This design comes from an exercise in tuning for small area, a short achievable clock period and few clock cycles per item on the open sky130 flow, not from production work. Function was checked by simulation only, so behaviour that the tests miss may differ from the original.

**config.mk**
```make
export PLATFORM = sky130hd
export DESIGN_NAME = esp3_codec
export DESIGN_NICKNAME = esp3_codec
export VERILOG_FILES = /design/flow/design.v
export SDC_FILE = /design/flow/constraint.sdc
export NUM_CORES = 4
export LEC_CHECK = 0
export CAP_MARGIN = 20
export CORE_MARGIN = 2
export CORE_UTILIZATION = 40
export SLEW_MARGIN = 20
```
**constraint.sdc**
```tcl
create_clock -name core_clock -period 6.5 [get_ports {clk}]
set_input_delay 1.3000 -clock core_clock [delete_from_list [all_inputs] [get_ports {clk}]]
set_output_delay 1.3000 -clock core_clock [all_outputs]
set_load 0.01 [all_outputs]
```
**design.v**
```verilog
module esp3_codec (
    input  wire        clk,
    input  wire        rst,
    input  wire        teach_en,
    input  wire [31:0] local_addr,
    input  wire        in_valid,
    input  wire [7:0]  in_data,
    output wire        in_ready,
    output wire        res_valid,
    input  wire        res_ready,
    output wire [1:0]  res_status,
    output wire [1:0]  res_tag,
    output wire [7:0]  res_type,
    output wire [15:0] res_dlen,
    output wire [7:0]  res_olen,
    output wire [63:0] res_head,
    output wire [31:0] res_sender,
    output wire [7:0]  res_rstatus,
    output wire [31:0] res_dest,
    output wire        res_resp,
    output wire        tx_valid,
    input  wire        tx_ready,
    output reg  [7:0]  tx_data,
    output wire        tx_last
);
    localparam [2:0] S_HUNT = 3'd0,   
                     S_HDR  = 3'd1,   
                     S_HCRC = 3'd2,   
                     S_DATA = 3'd3,   
                     S_OPT  = 3'd4,   
                     S_DCRC = 3'd5;   
    function [7:0] crc8;
        input [7:0] c;
        input [7:0] b;
        integer k;
        reg [7:0] x;
        begin
            x = c ^ b;
            for (k = 0; k < 8; k = k + 1)
                x = x[7] ? ((x << 1) ^ 8'h07) : (x << 1);
            crc8 = x;
        end
    endfunction
    reg [2:0]  state;
    reg [1:0]  hcnt;
    reg [15:0] dlen;
    reg [7:0]  olen;
    reg [7:0]  ptype;
    reg [7:0]  crc;
    reg        hdr_ok;
    reg [15:0] rem;       
    reg [3:0]  idx;       
    reg [63:0] head;      
    reg [39:0] win;       
    reg [31:0] dest;      
    reg        bad;
    reg        resp;
    reg        res_pend;
    reg [31:0] la;
    reg [31:0] tx_snd;
    reg        tx_busy;
    reg        tx_ute;
    reg [4:0]  tx_idx;
    reg [7:0]  tx_crc;
    wire take = in_valid && in_ready;
    wire is_radio = (ptype == 8'h01);
    wire dlen_hi  = |dlen[15:3];
    wire is_ute   = is_radio && (dlen != 16'd0) && (head[63:56] == 8'hD4);
    wire is_bs4   = is_radio && (dlen_hi || dlen[2:0] >= 3'd5) &&
                    (head[63:56] == 8'hA5) && !head[27];
    wire [1:0] tag = !is_radio ? 2'd0 :
                     is_ute    ? 2'd2 :
                     is_bs4    ? 2'd3 : 2'd1;
    wire has_sender = dlen_hi || (dlen[2:0] >= 3'd6);
    wire can_resp = (is_ute && dlen == 16'd13) || (is_bs4 && dlen == 16'd10);
    wire stall_res  = res_pend && (state != S_HUNT);
    wire stall_head = tx_busy && (state == S_DATA) && !idx[3] &&
                      ({1'b0, tx_idx} <= {2'b0, idx} + 6'd6);
    wire stall_last = tx_busy && (state == S_DCRC) && can_resp;
    assign in_ready = !(stall_res || stall_head || stall_last);
    wire tx_take = tx_busy && tx_ready;
    always @(posedge clk) begin
        if (rst) begin
            state    <= S_HUNT;
            res_pend <= 1'b0;
            tx_busy  <= 1'b0;
        end else begin
            if (res_pend && res_ready)
                res_pend <= 1'b0;
            if (tx_take) begin
                tx_idx <= tx_idx + 5'd1;
                if (tx_idx >= 5'd6)
                    tx_crc <= crc8(tx_crc, tx_data);
                if (tx_last)
                    tx_busy <= 1'b0;
            end
            if (state == S_HUNT) begin
                hcnt <= 2'd0;
                crc  <= 8'd0;
            end else if (take) begin
                crc <= crc8(crc, in_data);
            end
            case (state)
            S_HUNT: if (take && in_data == 8'h55)
                state <= S_HDR;
            S_HDR: if (take) begin
                hcnt <= hcnt + 2'd1;
                case (hcnt)
                2'd0: dlen[15:8] <= in_data;
                2'd1: dlen[7:0]  <= in_data;
                2'd2: olen       <= in_data;
                default: ptype   <= in_data;
                endcase
                if (hcnt == 2'd3)
                    state <= S_HCRC;
            end
            S_HCRC: if (take) begin
                hdr_ok <= (in_data == crc);
                idx    <= 4'd0;
                if (dlen != 16'd0) begin
                    rem   <= dlen;
                    state <= S_DATA;
                end else if (olen != 8'd0) begin
                    rem   <= {8'd0, olen};
                    state <= S_OPT;
                end else
                    state <= S_DCRC;
            end
            S_DATA: if (take) begin
                win <= {win[31:0], in_data};
                case (idx)
                4'd0: head[63:56] <= in_data;
                4'd1: head[55:48] <= in_data;
                4'd2: head[47:40] <= in_data;
                4'd3: head[39:32] <= in_data;
                4'd4: head[31:24] <= in_data;
                4'd5: head[23:16] <= in_data;
                4'd6: head[15:8]  <= in_data;
                4'd7: head[7:0]   <= in_data;
                default: ;
                endcase
                if (rem == 16'd1) begin
                    idx <= 4'd0;
                    if (olen != 8'd0) begin
                        rem   <= {8'd0, olen};
                        state <= S_OPT;
                    end else
                        state <= S_DCRC;
                end else begin
                    rem <= rem - 16'd1;
                    if (!idx[3])
                        idx <= idx + 4'd1;
                end
            end
            S_OPT: if (take) begin
                case (idx)
                4'd1: dest[31:24] <= in_data;
                4'd2: dest[23:16] <= in_data;
                4'd3: dest[15:8]  <= in_data;
                4'd4: dest[7:0]   <= in_data;
                default: ;
                endcase
                if (!idx[3])
                    idx <= idx + 4'd1;
                rem <= rem - 16'd1;
                if (rem == 16'd1)
                    state <= S_DCRC;
            end
            S_DCRC: if (take) begin
                state    <= S_HUNT;
                res_pend <= 1'b1;
                bad      <= !(hdr_ok && in_data == crc);
                resp     <= hdr_ok && in_data == crc && teach_en && can_resp;
                if (!tx_busy) begin
                    tx_busy <= hdr_ok && in_data == crc && teach_en && can_resp;
                    tx_ute  <= !tag[0];
                    tx_idx  <= 5'd0;
                    tx_crc  <= 8'd0;
                    la      <= local_addr;
                    tx_snd  <= win[39:8];
                end
            end
            default: state <= S_HUNT;
            endcase
        end
    end
    function [7:0] keep;
        input       k;
        input [7:0] b;
        keep = k ? b : 8'd0;
    endfunction
    assign res_valid   = res_pend;
    assign res_status  = {bad, bad};
    assign res_tag     = tag;
    assign res_type    = ptype;
    assign res_dlen    = dlen;
    assign res_olen    = olen;
    assign res_head    = {keep(dlen != 16'd0,            head[63:56]),
                          keep(dlen_hi || dlen[2:0] > 3'd1, head[55:48]),
                          keep(dlen_hi || dlen[2:0] > 3'd2, head[47:40]),
                          keep(dlen_hi || dlen[2:0] > 3'd3, head[39:32]),
                          keep(dlen_hi || dlen[2:0] > 3'd4, head[31:24]),
                          keep(dlen_hi || dlen[2:0] > 3'd5, head[23:16]),
                          keep(dlen_hi || dlen[2:0] > 3'd6, head[15:8]),
                          keep(dlen_hi,                   head[7:0])};
    assign res_sender  = has_sender ? win[39:8] : 32'd0;
    assign res_rstatus = has_sender ? win[7:0] : 8'd0;
    assign res_dest    = (olen >= 8'd5) ? dest : 32'hFFFF_FFFF;
    assign res_resp    = resp;
    assign tx_valid = tx_busy;
    assign tx_last  = tx_ute ? (tx_idx == 5'd26) : (tx_idx == 5'd23);
    always @(*) begin
        tx_data = 8'h00;
        if (tx_ute) begin
            case (tx_idx)
            5'd0:  tx_data = 8'h55;
            5'd1:  tx_data = 8'h00;
            5'd2:  tx_data = 8'h0D;
            5'd3:  tx_data = 8'h07;
            5'd4:  tx_data = 8'h01;
            5'd5:  tx_data = 8'hFD;
            5'd6:  tx_data = 8'hD4;
            5'd7:  tx_data = 8'h91;
            5'd8:  tx_data = head[47:40];
            5'd9:  tx_data = head[39:32];
            5'd10: tx_data = head[31:24];
            5'd11: tx_data = head[23:16];
            5'd12: tx_data = head[15:8];
            5'd13: tx_data = head[7:0];
            5'd14: tx_data = la[31:24];
            5'd15: tx_data = la[23:16];
            5'd16: tx_data = la[15:8];
            5'd17: tx_data = la[7:0];
            5'd18: tx_data = 8'h00;
            5'd19: tx_data = 8'h03;
            5'd20: tx_data = tx_snd[31:24];
            5'd21: tx_data = tx_snd[23:16];
            5'd22: tx_data = tx_snd[15:8];
            5'd23: tx_data = tx_snd[7:0];
            5'd24: tx_data = 8'hFF;
            5'd25: tx_data = 8'h00;
            default: tx_data = tx_crc;
            endcase
        end else begin
            case (tx_idx)
            5'd0:  tx_data = 8'h55;
            5'd1:  tx_data = 8'h00;
            5'd2:  tx_data = 8'h0A;
            5'd3:  tx_data = 8'h07;
            5'd4:  tx_data = 8'h01;
            5'd5:  tx_data = 8'hEB;
            5'd6:  tx_data = 8'hA5;
            5'd7:  tx_data = head[55:48];
            5'd8:  tx_data = head[47:40];
            5'd9:  tx_data = head[39:32];
            5'd10: tx_data = 8'hF0;
            5'd11: tx_data = la[31:24];
            5'd12: tx_data = la[23:16];
            5'd13: tx_data = la[15:8];
            5'd14: tx_data = la[7:0];
            5'd15: tx_data = 8'h00;
            5'd16: tx_data = 8'h03;
            5'd17: tx_data = tx_snd[31:24];
            5'd18: tx_data = tx_snd[23:16];
            5'd19: tx_data = tx_snd[15:8];
            5'd20: tx_data = tx_snd[7:0];
            5'd21: tx_data = 8'hFF;
            5'd22: tx_data = 8'h00;
            default: tx_data = tx_crc;
            endcase
        end
    end
endmodule
```
**run.sh**
```bash
#!/bin/bash
# synth_recipe.tcl (not shown) runs the flow's synth.tcl, then flattens the netlist and writes it again
# the make line also repeats each setting of config.mk as NAME=value (left out here)
make -C /OpenROAD-flow-scripts/flow DESIGN_CONFIG=/design/flow/config.mk WORK_HOME=/design/flow/orfs CLKGATE_MAP_FILE= SYNTH_SCRIPT=/design/flow/synth_recipe.tcl finish
```
==> flow_summary.toml <==
[status]
outcome = "timing/DRC/antenna clean"

[final_layout]
final_util = 0.509
nets = 1438
syn_to_final_growth_pct = 26.5
drive_above_1_share = 0.0935
final_cells = 1852
postLayoutCellArea_um2 = 18000
num_antenna_cells = 0

[setup_path]
path_cells = "buf_4, and4bb_2, a22oi_1, o211ai_1, nor4_1, o21ai_0, and3_1, clkdlybuf4s50_1"
cp-startpoint = "tx_idx[3]"
reg2reg_slack_ns = 2.11
cp_top_family = "simple AND/OR/NAND/NOR gates"
startpoint_type = "flip-flop"
slowest_stage = "edfxtp_1"
rr_worst_depth = 12
path_buf_inv = 2
reg2reg_from = "dlen[9]"
cpPeakStageDelay_ns = 1.00
crit_type = "flip-flop to output pin"
worstSetupEndpointType = "output pin"
path_max_fanout = 32
timing.rr.end = "win[16]"
cp.required_ns = 5.20
crit_arrival_ns = 4.32

[worst_hold_path]
min_to = "win[8]"
min_from = "win[0]"
hold_path_class = "flip-flop to flip-flop"
whs_path_depth = 0

[sta]
rsz0062_at_grt = "no"
fin_crit_ns = 5.62
period_share = 0.865
setup_viol = 0
relSlewSlack = 0.333
fmax_mhz = 178
finalHoldViolCount = 0
finalSetupTns_ns = 0
skew_ns = 0.0164
maxSlewViolCount = 0
tightest_slew_ns = 1.00

[placement]
place.gp.congestion = 0.928
placed_area_um2 = 16900
io_buffers = 230
place_inst = 1794
hpwlAfterDp_um = 34600

[clock_tree]
cts-root-buf = "clkbuf_16"
clock_sinks = 284
cts_made_buffers = 31
cts_resized = 0
cts_setup_buffers = 0
clk_path_buf_depth = 3
clkTransAtPathRegs_ns = 0.06
cts_tree = "done"
ctsHtreeMaxLevel = 1
clock_latency_ns = 0.60
cts-hold-fix-buffers = 0

[global_routing]
grt_pass1_vias = 10500
grt_pass1_wl_um = 70200
grt-ovfl-total = 0
antenna_found_initial = 0
gr-usage-all-layers = 0.260
grt_max_degree = 66

[logic_synthesis]
synth_seq_cells = 284
synth_nets = 1216
synth-async-reset-ratio = 0
synthFlopType = "edfxtp_1"
ys_types = 93
synth_area_um2 = 14200
yosysSeqAreaShare = 0.597
avgSynthCellArea_um2 = 12.4
syn_inst = 1144
yosysWarnings = 1
synth_edf_count = 279

[floorplanning]
die_w_um = 192
ios = 231
die_h_um = 192
initial_utilization = 0.402
rows = 69
core_area_um2 = 35300
design.die.area_um2 = 37000

[routing]
drt-total-wl_um = 48500
drt_iter0_drc = 1059
drc = 0
ant_nets = 0
dr.pass1.iters = 7
routed-via-count = 10500
viasPerCell = 5.69
wl_per_cell_um = 26.2

[pwr]
power_leakage_nw = 6.13
power_density_nw_per_um2 = 232
finalPower_mw = 4.16
vdd_ir_drop_max_mv = 0.227

[job]
max_cap_viol_count = 0
[power by group]
| part | switching [mW] | internal (mW) |
|---|---|---|
| clock network | 0.755 | 1.07 |
| registers | 0.0111 | 2.01 |
| logic | 0.177 | 0.139 |
| total | 0.943 | 3.22 |
[routing by layer]
layer / part of all wire / vias up / GRT usage / wire length, um
met3: 0.088 / 73 / 0.0720 / 4270
met1: 0.42 / 5251 / 0.355 / 20600
li1: - / 4762 / - / -
met5: 0 / - / 0 / 0
met2: 0.46 / 459 / 0.404 / 22100
met4: 0.031 / 0 / 0.0787 / 1510
[cells in the mapped netlist, types with 10 or more instances]
master / instances / area, um2
a21oi_1: 28 / 140
a221o_1: 10 / 100
a22o_1: 13 / 114
a22oi_1: 57 / 428
and2_1: 81 / 507
and3_1: 10 / 62.6
and4_1: 10 / 87.6
buf_2: 18 / 90.1
buf_6: 10 / 113
clkbuf_1: 25 / 93.8
edfxtp_1: 279 / 8380
ha_1: 26 / 325
inv_1: 29 / 109
nand2_1: 72 / 270
nand2b_1: 41 / 257
nand3_1: 18 / 90.1
nand4_1: 13 / 81.3
nor2_1: 75 / 282
nor2b_1: 40 / 250
nor3_1: 28 / 140
nor3b_1: 10 / 75.1
nor4_1: 10 / 62.6
o21ai_0: 33 / 165
xnor2_1: 27 / 236
xor2_1: 11 / 96.3
[cell families (layout without fill, tap and decap cells)]
family | Yosys count | after routing | share of synthesized area
DFF | 284 | 284 | 0.597
adders and majority gates | 26 | 26 | 0.0229
xor gates and xnor gates | 42 | 42 | 0.0280
muxes | 10 | 10 | 0.00775
buffers and inverters | 94 | 341 | 0.0347
AOI/OAI and AO/OA | 221 | 221 | 0.117
and+or+nand+nor | 467 | 467 | 0.193
[metrics by stage]
stage                     hold slack [ns]  setup slack, ns
after global placement              0.422             1.68
after detailed placement            0.423             1.59
after CTS                           0.438            0.925
after global routing                0.448            0.741
after floorplan                     0.417             1.24
final                               0.437            0.877
[state kept, by name (all words and copies together), names as in the netlist, 2 cells and up]
register	flops
dlen	16
tx_snd	32
head	64
rem	16
crc	8
ptype	8
win	40
tx_idx	5
hcnt	2
idx	4
dest	32
state	3
tx_crc	8
olen	8
la	32
[area by class of cell]
| class | instances | area (um2) |
|---|---|---|
| sequential | 284 | 8480 |
| multi-input combinational | 766 | 5270 |
| clock inverter | 21 | 246 |
| clock buffer | 37 | 798 |
| inverter | 30 | 113 |
| timing repair buffer | 253 | 2490 |
| tap | 461 | 577 |
| fill | 3087 | 17300 |
[cells in the final DEF (no fill, tap or decap), types with 6 or more instances in the layout]
cell | synthesis | layout
xnor2_1 | 27 | 27
nand2b_1 | 41 | 41
edfxtp_1 | 279 | 279
a22o_1 | 13 | 13
nor2_1 | 75 | 75
buf_4 | 8 | 21
nor4_1 | 10 | 10
inv_1 | 29 | 29
clkbuf_16 | 0 | 31
nand3_1 | 18 | 18
a211oi_1 | 8 | 8
clkinv_2 | 0 | 7
and2_1 | 81 | 80
nor2b_1 | 40 | 40
a22oi_1 | 57 | 57
nor3b_1 | 10 | 10
nor3_1 | 28 | 26
clkdlybuf4s50_1 | 0 | 230
xor2_1 | 11 | 11
or3_1 | 6 | 6
and3_1 | 10 | 10
o21ai_0 | 33 | 33
nand4_1 | 13 | 13
ha_1 | 26 | 26
nand2_1 | 72 | 72
a21oi_1 | 28 | 26
clkbuf_1 | 25 | 6
a221o_1 | 10 | 10
and4_1 | 10 | 10
[how the worst max path moves through the flow]
stage | end | cells past startpoint
2_1_floorplan | la[0] | 12
3_3_place_gp | tx_data[4] | 9
3_5_place_dp | res_head[40] | 6
4_1_cts | res_head[40] | 6
5_1_grt | tx_data[1] | 8
6_report | tx_data[1] | 8
Testbench counts, summed over its fixed seeds: cycles 56,705, bytes 55,529.

## static timing again, ports no longer ideal
How much do the figures lean on ideal ports? The routed layout below was timed once more, with nothing changed but the port constraints. Step 1 sets driving cells, clkbuf_16 on the clock port and buf_2 on the other inputs (assumed; they add their load-dependent delay and slew). Step 2 moves the port delays by t, midway between the first and last clock arrival at a register: inputs arrive t later, outputs are due t later. That takes back most of the time a late clock gives input paths. a / b / c = no drivers / after step 1 / after step 2; a / b = the first two.
shift t [ns]: 0.643
setup WS [ns]: 0.877 / 0.826 / 1.470
worst setup path at the end: register to output
After both steps setup and hold are still met in this run. For this run, drivers alone change the setup slack by -0.051 ns; drivers and shift together by +0.593 ns.
